From an optimization exercise on the open Yosys and OpenROAD flow, aimed at small area, a short achievable clock period and few clock cycles per item; shortcuts taken in it are not production practice.
Function not checked in this run: the RTL went through the layout flow alone.
Power and IR drop assume default switching activity.

**flow/config.mk**
```make
export PLATFORM = sky130hd
export DESIGN_NAME = xlate_unit
export DESIGN_NICKNAME = xlate_unit
export VERILOG_FILES = /design/flow/design.v
export SDC_FILE = /design/flow/constraint.sdc
export NUM_CORES = 4
export LEC_CHECK = 0
export CAP_MARGIN = 20
export CORE_MARGIN = 2
export CORE_UTILIZATION = 40
export SLEW_MARGIN = 20
```
**flow/constraint.sdc**
```tcl
create_clock -name core_clock -period 10.0 [get_ports {clk}]
set_input_delay 2.0000 -clock core_clock [delete_from_list [all_inputs] [get_ports {clk}]]
set_output_delay 2.0000 -clock core_clock [all_outputs]
set_load 0.01 [all_outputs]
```
**flow/design.v**
```verilog
module xlate_unit (
    input  wire        clk,
    input  wire        rst,      
    input  wire        start,    
    input  wire [31:0] rate,     
    output reg         ready,
    output reg         done,     
    output reg         err,      
    output wire [31:0] full,
    output wire [31:0] half
);
    localparam [29:0] NM1 = 30'd999999999;    
    localparam [30:0] NM2 = {NM1, 1'b0};
    reg        busy;         
    reg        ini;          
    reg [31:0] d;            
    reg [4:0]  cnt;          
    reg        nb;           
    reg [29:0] fq;           
    reg [29:0] hq;           
    assign full = {2'b00, fq};
    assign half = {3'b000, hq[28:0]};
    reg [4:0]  c0;
    reg        nb0;
    reg [29:0] r0;
    integer i;
    always @* begin
        c0  = 5'd0;
        nb0 = NM1[0];
        r0  = NM1 >> 1;
        for (i = 0; i < 30; i = i + 1)
            if (d[i]) begin
                c0  = 5'd29 - i;
                nb0 = NM1[29 - i];
                r0  = NM1 >> (30 - i);
            end
        if (d[30]) begin
            c0  = 5'd0;
            nb0 = NM1[0];
            r0  = NM1 >> 1;
        end
    end
    wire bad = d[31] | (d[30:0] == 31'd0);
    wire [30:0] rem_sh = {hq, nb};
    wire [30:0] diff;
    wire        fits;
    sub31 u_sub (.a(rem_sh), .b(d[30:0]), .diff(diff), .co(fits));
    wire        last   = (cnt == 5'd0);
    wire [28:0] hinc   = fq[28:0] + 29'd1;
    always @(posedge clk) begin
        if (~busy)
            d <= rate;
        if (ini) begin
            cnt <= c0;
            nb  <= nb0;
        end else begin
            cnt <= cnt - 5'd1;
            nb  <= NM2[cnt];
        end
    end
    always @(posedge clk) begin
        if (rst) begin
            busy  <= 1'b0;
            ready <= 1'b1;
            ini   <= 1'b0;
            done  <= 1'b0;
            fq    <= 30'd0;
            hq    <= 30'd0;
        end else begin
            done <= 1'b0;
            if (~busy) begin
                if (start) begin
                    busy  <= 1'b1;
                    ready <= 1'b0;
                    ini   <= 1'b1;
                end
            end else if (ini) begin
                ini <= 1'b0;
                if (bad) begin
                    busy  <= 1'b0;
                    ready <= 1'b1;
                    done  <= 1'b1;
                    err   <= 1'b1;
                end else begin
                    fq <= 30'd0;
                    hq <= r0;
                end
            end else if (last) begin
                hq    <= {1'b0, hinc};
                fq    <= fits ? {hinc, 1'b0} : {fq[28:0], 1'b1};
                busy  <= 1'b0;
                ready <= 1'b1;
                done  <= 1'b1;
                err   <= 1'b0;
            end else begin
                hq <= fits ? diff[29:0] : rem_sh[29:0];
                fq <= {fq[28:0], fits};
            end
        end
    end
endmodule
module sub31(input [30:0] a, input [30:0] b, output [30:0] diff, output co);
    wire [30:0] g = a & ~b;
    wire [30:0] p = a | ~b;
    wire [30:0] t = a ^ ~b;
    wire gl0 = g[0] | p[0];
    wire G0 = g[1] | (p[1] & gl0);
    wire G1 = g[3] | (p[3] & g[2]);
    wire P1 = p[3] & p[2];
    wire G2 = g[5] | (p[5] & g[4]);
    wire P2 = p[5] & p[4];
    wire G3 = g[7] | (p[7] & g[6]);
    wire P3 = p[7] & p[6];
    wire G4 = g[9] | (p[9] & g[8]);
    wire P4 = p[9] & p[8];
    wire G5 = g[11] | (p[11] & g[10]);
    wire P5 = p[11] & p[10];
    wire G6 = g[13] | (p[13] & g[12]);
    wire P6 = p[13] & p[12];
    wire G7 = g[15] | (p[15] & g[14]);
    wire P7 = p[15] & p[14];
    wire G8 = g[17] | (p[17] & g[16]);
    wire P8 = p[17] & p[16];
    wire G9 = g[19] | (p[19] & g[18]);
    wire P9 = p[19] & p[18];
    wire G10 = g[21] | (p[21] & g[20]);
    wire P10 = p[21] & p[20];
    wire G11 = g[23] | (p[23] & g[22]);
    wire P11 = p[23] & p[22];
    wire G12 = g[25] | (p[25] & g[24]);
    wire P12 = p[25] & p[24];
    wire G13 = g[27] | (p[27] & g[26]);
    wire P13 = p[27] & p[26];
    wire G14 = g[29] | (p[29] & g[28]);
    wire P14 = p[29] & p[28];
    wire G15 = g[2] | (p[2] & G0);
    wire G16 = G1 | (P1 & G0);
    wire G17 = g[6] | (p[6] & G2);
    wire P17 = p[6] & P2;
    wire G18 = G3 | (P3 & G2);
    wire P18 = P3 & P2;
    wire G19 = g[10] | (p[10] & G4);
    wire P19 = p[10] & P4;
    wire G20 = G5 | (P5 & G4);
    wire P20 = P5 & P4;
    wire G21 = g[14] | (p[14] & G6);
    wire P21 = p[14] & P6;
    wire G22 = G7 | (P7 & G6);
    wire P22 = P7 & P6;
    wire G23 = g[18] | (p[18] & G8);
    wire P23 = p[18] & P8;
    wire G24 = G9 | (P9 & G8);
    wire P24 = P9 & P8;
    wire G25 = g[22] | (p[22] & G10);
    wire P25 = p[22] & P10;
    wire G26 = G11 | (P11 & G10);
    wire P26 = P11 & P10;
    wire G27 = g[26] | (p[26] & G12);
    wire P27 = p[26] & P12;
    wire G28 = G13 | (P13 & G12);
    wire P28 = P13 & P12;
    wire G29 = g[30] | (p[30] & G14);
    wire P29 = p[30] & P14;
    wire G30 = g[4] | (p[4] & G16);
    wire G31 = G2 | (P2 & G16);
    wire G32 = G17 | (P17 & G16);
    wire G33 = G18 | (P18 & G16);
    wire G34 = g[12] | (p[12] & G20);
    wire P34 = p[12] & P20;
    wire G35 = G6 | (P6 & G20);
    wire P35 = P6 & P20;
    wire G36 = G21 | (P21 & G20);
    wire P36 = P21 & P20;
    wire G37 = G22 | (P22 & G20);
    wire P37 = P22 & P20;
    wire G38 = g[20] | (p[20] & G24);
    wire P38 = p[20] & P24;
    wire G39 = G10 | (P10 & G24);
    wire P39 = P10 & P24;
    wire G40 = G25 | (P25 & G24);
    wire P40 = P25 & P24;
    wire G41 = G26 | (P26 & G24);
    wire P41 = P26 & P24;
    wire G42 = g[28] | (p[28] & G28);
    wire P42 = p[28] & P28;
    wire G43 = G14 | (P14 & G28);
    wire P43 = P14 & P28;
    wire G44 = G29 | (P29 & G28);
    wire P44 = P29 & P28;
    wire G45 = g[8] | (p[8] & G33);
    wire G46 = G4 | (P4 & G33);
    wire G47 = G19 | (P19 & G33);
    wire G48 = G20 | (P20 & G33);
    wire G49 = G34 | (P34 & G33);
    wire G50 = G35 | (P35 & G33);
    wire G51 = G36 | (P36 & G33);
    wire G52 = G37 | (P37 & G33);
    wire G53 = g[24] | (p[24] & G41);
    wire P53 = p[24] & P41;
    wire G54 = G12 | (P12 & G41);
    wire P54 = P12 & P41;
    wire G55 = G27 | (P27 & G41);
    wire P55 = P27 & P41;
    wire G56 = G28 | (P28 & G41);
    wire P56 = P28 & P41;
    wire G57 = G42 | (P42 & G41);
    wire P57 = P42 & P41;
    wire G58 = G43 | (P43 & G41);
    wire P58 = P43 & P41;
    wire G59 = G44 | (P44 & G41);
    wire P59 = P44 & P41;
    wire G60 = g[16] | (p[16] & G52);
    wire G61 = G8 | (P8 & G52);
    wire G62 = G23 | (P23 & G52);
    wire G63 = G24 | (P24 & G52);
    wire G64 = G38 | (P38 & G52);
    wire G65 = G39 | (P39 & G52);
    wire G66 = G40 | (P40 & G52);
    wire G67 = G41 | (P41 & G52);
    wire G68 = G53 | (P53 & G52);
    wire G69 = G54 | (P54 & G52);
    wire G70 = G55 | (P55 & G52);
    wire G71 = G56 | (P56 & G52);
    wire G72 = G57 | (P57 & G52);
    wire G73 = G58 | (P58 & G52);
    wire G74 = G59 | (P59 & G52);
    assign diff[0] = ~t[0];
    assign diff[1] = t[1] ^ gl0;
    assign diff[2] = t[2] ^ G0;
    assign diff[3] = t[3] ^ G15;
    assign diff[4] = t[4] ^ G16;
    assign diff[5] = t[5] ^ G30;
    assign diff[6] = t[6] ^ G31;
    assign diff[7] = t[7] ^ G32;
    assign diff[8] = t[8] ^ G33;
    assign diff[9] = t[9] ^ G45;
    assign diff[10] = t[10] ^ G46;
    assign diff[11] = t[11] ^ G47;
    assign diff[12] = t[12] ^ G48;
    assign diff[13] = t[13] ^ G49;
    assign diff[14] = t[14] ^ G50;
    assign diff[15] = t[15] ^ G51;
    assign diff[16] = t[16] ^ G52;
    assign diff[17] = t[17] ^ G60;
    assign diff[18] = t[18] ^ G61;
    assign diff[19] = t[19] ^ G62;
    assign diff[20] = t[20] ^ G63;
    assign diff[21] = t[21] ^ G64;
    assign diff[22] = t[22] ^ G65;
    assign diff[23] = t[23] ^ G66;
    assign diff[24] = t[24] ^ G67;
    assign diff[25] = t[25] ^ G68;
    assign diff[26] = t[26] ^ G69;
    assign diff[27] = t[27] ^ G70;
    assign diff[28] = t[28] ^ G71;
    assign diff[29] = t[29] ^ G72;
    assign diff[30] = t[30] ^ G73;
    assign co = G74;
endmodule
```
**flow/flow/run.sh**
```bash
#!/bin/bash
# Standard ORFS layout (the standard.sh: unchanged synthesis, SDC and
# clock period), with two layout settings passed to make:
# - repair_timing aims for more setup slack than the clock needs, so the
#   achieved period shrinks;
# - ports are buffered with buf_2 cells instead of the default buffer.
set -euo pipefail
bash standard.sh \
  SETUP_SLACK_MARGIN=7.0 \
  BUFFER_PORTS_ARGS="-buffer_cell sky130_fd_sc_hd__buf_2" \
  finish > standard.log 2>&1
```
**flow/standard.sh**
```bash
#!/bin/bash
# synth_recipe.tcl (not shown) runs the flow's synth.tcl, then flattens the netlist and writes it again
# the make line also repeats each setting of config.mk as NAME=value (left out here)
make -C /OpenROAD-flow-scripts/flow DESIGN_CONFIG=/design/flow/config.mk WORK_HOME=/design/flow/orfs CLKGATE_MAP_FILE= SYNTH_SCRIPT=/design/flow/synth_recipe.tcl "${@:-finish}"
```
==> notes.md <==
- Status: complete, no violations
- FMAX: 299 MHz
- Post-layout util: 0.486
- Max cap viols: 0
- Sum Neg Setup Slack: 0 ns
- HPWL Detailed: 22700 microns
- Initial Util: 0.407
- Pin count of the biggest net entering global routing: 43
- # nets final: 1273
- Drt via density: 5.92
- Top cells by area in the synthesized netlist: dfxtp_1, edfxtp_1, ha_1, o21ai_0, xor2_1
- DIE HEIGHT: 150 microns
- Worst-path clk slew: about 0.09 ns
- Adder-Cell Fraction of Synth Area: 0.103
- Num CTS Buffers: 9
- Critical Path RT: a little over 10 ns
- Internal: 930 uW
- Fin Clk Skew: 0.0180 ns
- Standard-cell rows: 53
- M2 GR Usage: 0.433
- Yosys cell types: 81
- IO Port Bufs: 96
- # clock sinks: 103
- Delay-heaviest family, CP: adder cells
- Clock buffer depth: 2
- Synth-to-layout area growth: 19.3%
- Initial antenna violation count: 0
- Final Hold Fails: 0
- Vias: ~8600
- Drt wl/cell: 21.7 microns
- Total global-route track usage: 0.275
- Net Switching: 655 uW
- # fillers: 2090
- Synthesized area: 8560 sq um
- Grt peak-use layer: met2
- YS warnings: 1
- Final std cells w/o fill: 1451
- Logic pwr share: 0.408
- Placed cell count: 1370
- Most frequent cells in the layout: buf_2, nand2_1, nor2_1
- Worst hold path type: flip-flop to flip-flop
- CP max stage delay: 0.51 ns
- Max transition margin: 0.400
- GRT met3 Usage: 0.0576
- DRT iter0 DRCs: 885
- First-pass GRT wire length: 46900 microns
- Hold Slack: 0.445 ns
- Simple-Gate Fraction of Synth Area: 0.180
- Vias in the first global route: 8016
- Met1 usage: 0.366
- Clk root buf: clkbuf_16
- Commonest non-fill, non-tap cell in the layout: buf_2
- Top-area cell type share of the netlist area: 0.164
- Multiplexer area fraction after synthesis: 0.00701
- Synth Register Bits: 103
- Post-synth top area cell: dfxtp_1
- Sequential power share: 0.348
- PwrDens: 155 nW/um^2
- Core ar.: 21000 sq um
- Tot Pwr: 1580 uW
- RSZ-0062 raised after global routing: true
- Clk Latency, worst-skew pair: 0.37 ns
- Sw Share: 0.413
- Total grt overflow: 0
- Synth Area in XOR/XNOR: 0.0747
- Cells after synthesis: 1077
- Max H-tree Level: 3
- Complex-gate fraction of the synthesized area: 0.258
- Routed WL: roughly 31000 microns
- CP max FO: 3
- Synth async-reset ratio: 0
- Slew @ Worst Pin: 0.893 ns
- Clock share of power: 0.244
- DRC violations left: 0
- I/O pin count: 102
- Crit share post-route: 0.335
- Final GP Congestion: 0.947
- CTS tree: built
- Post-synth EDFFs: 33
- Worst path cell trace: ha_2, fa_2, o21ba_1, or4_4, a211oi_4, o21ai_1, nand2b_1, a21oi_2, fa_1, inv_1, a221oi_2, a21oi_1, nor2_1, a211oi_1
- Fin. max-slew vios: 0
- Layout cells sized above 1: 0.263
- Slowest-stage cell, CP: fa_1
- WP buf/inv: 1
- Final setup viols: 0
- Pleak: between 0.004 and 0.005 uW
- N_diodes: 0
- Sequential-to-total area share from yosys stat: 0.279
- Peak VDD IR: 87.5 uV
- Tmin final: 3.35 ns
- Die area: 22600 sq um
- Critical Path AT: 3.60 ns
- Synth Flop Type: dfxtp_1
- Crit path capture type: flip-flop
- Main combinational cell family by area after synthesis: compound AO/OA/AOI/OAI gates
- Startpoint Class: flip-flop
- Antenna viol nets, final: 0
- Hold_buf cts: 0
- Post-Syn Area per Cell: between 7 and 8 sq um
- Pre-antenna DRT Iters: 6
- Die X: 150 microns
- Critical path class: flip-flop to flip-flop
==> final timing paths <==
path,from,endpoint,slack (ns),depth (start not counted)
setup reg to reg,d[0],hq[16],6.65,14
hold reg to reg,fq[29],fq[29],0.45,2
hold / removal,fq[29],fq[29],0.45,2
setup / recovery,d[0],hq[16],6.65,14
==> final cells by class <==
type	instances	area [sq um]	area share
Clock inverter	5	53.8	0.00527
Tap cell	275	344	0.0337
Inverter	83	313	0.0306
Sequential cell	103	2450	0.240
Clock buffer	11	264	0.0258
Multi-Input combinational cell	805	5700	0.558
Timing Repair Buffer	169	1090	0.107
==> cell usage after synthesis, types with 7 or more instances <==
master / n
nand2_1: 90
nor2_1: 88
o21ai_0: 84
inv_1: 81
a21oi_1: 73
dfxtp_1: 70
ha_1: 62
xor2_1: 45
clkbuf_1: 38
nor3_1: 36
buf_4: 34
edfxtp_1: 33
nand3_1: 32
xnor2_1: 28
a221oi_1: 18
buf_2: 16
a211oi_1: 15
and3_1: 13
o211ai_1: 13
a31oi_1: 12
or3_1: 10
nor2b_1: 9
nand4_1: 8
o31ai_1: 8
a21boi_0: 7
o21ai_1: 7
o22ai_1: 7
==> flip-flops by register name, indices dropped and copies added (netlist names) <==
register,cells
fq,30
nb,1
cnt,5
done,1
hq,30
ready,1
ini,1
d,32
busy,1
err,1
==> layer usage <==
layer	vias to the layer above	part of all wire
met3	85	0.086
met1	4070	0.42
li1	4034	-
met4	0	0.041
met5	-	0
met2	397	0.46
==> tightest hold or removal path, cell delays in order (launching register included) <==
cell     delay [ns]
dfxtp_1        0.31
nand2_1        0.05
o21ai_1        0.05
==> power groups by stage <==
stage	combinational, uW	clock (uW)	sequential, uW
floorplan	416	0	522
finish	646	386	552
global placement	530	0	572
CTS	614	394	552
global route	698	408	558
detailed placement	532	0	571
==> through the flow <==
step / worst slack [ns] / cell area (sq um)
global placement: 6.31 / 9050
CTS: 6.62 / 10000
global route: 6.52 / 10200
detailed placement: 6.26 / 9050
floorplan: 6.76 / 8650
finish: 6.65 / 10200
==> cell families (layout without fill, tap and decap cells) <==
| group | count (synthesis) | after routing |
|---|---|---|
| compound gates | 328 | 328 |
| xor+xnor | 73 | 73 |
| fa+ha+maj | 68 | 68 |
| buf+inv | 177 | 268 |
| flops | 103 | 103 |
| mux | 6 | 6 |
| other cells | 1 | 5 |
| simple gates | 321 | 325 |
==> what timing repair did <==
item	in CTS	in global routing
setup endpoints to repair	93	75
gates cloned	3	1
hold endpoints to repair	0	0
gates resized for setup	85	37
buffers inserted	54	7
pin swaps	29	17

-- static timing again, ports no longer ideal --
The results above use ideal ports. As a check the final layout listed here was re-extracted and re-timed, cells and wires unchanged.
Step 1 (the two cells are an assumption about what drives the block):
set clk [get_ports {clk}]
set_driving_cell -lib_cell sky130_fd_sc_hd__clkbuf_16 $clk
set_driving_cell -lib_cell sky130_fd_sc_hd__buf_2 [delete_from_list [all_inputs] $clk]
Step 2 times the ports against the registers' clock, not the clock port: input delays grow and output delays shrink by t, the midpoint of the rising clock arrivals with the driver on.
a / b / c = ideal / step 1 / step 2; a / b = the first two.
t, ns: 0.413
setup slack, ns: 6.651 / 6.651 / 6.415
worst setup path after step 2: input to register
worst slew at a driven data input, ns: 0.04
cell pins on the clock port's net: 1
After both steps setup and hold are still met in this run. The setup slack of this run moves by 0.000 ns with the drivers and by -0.236 ns with both steps.
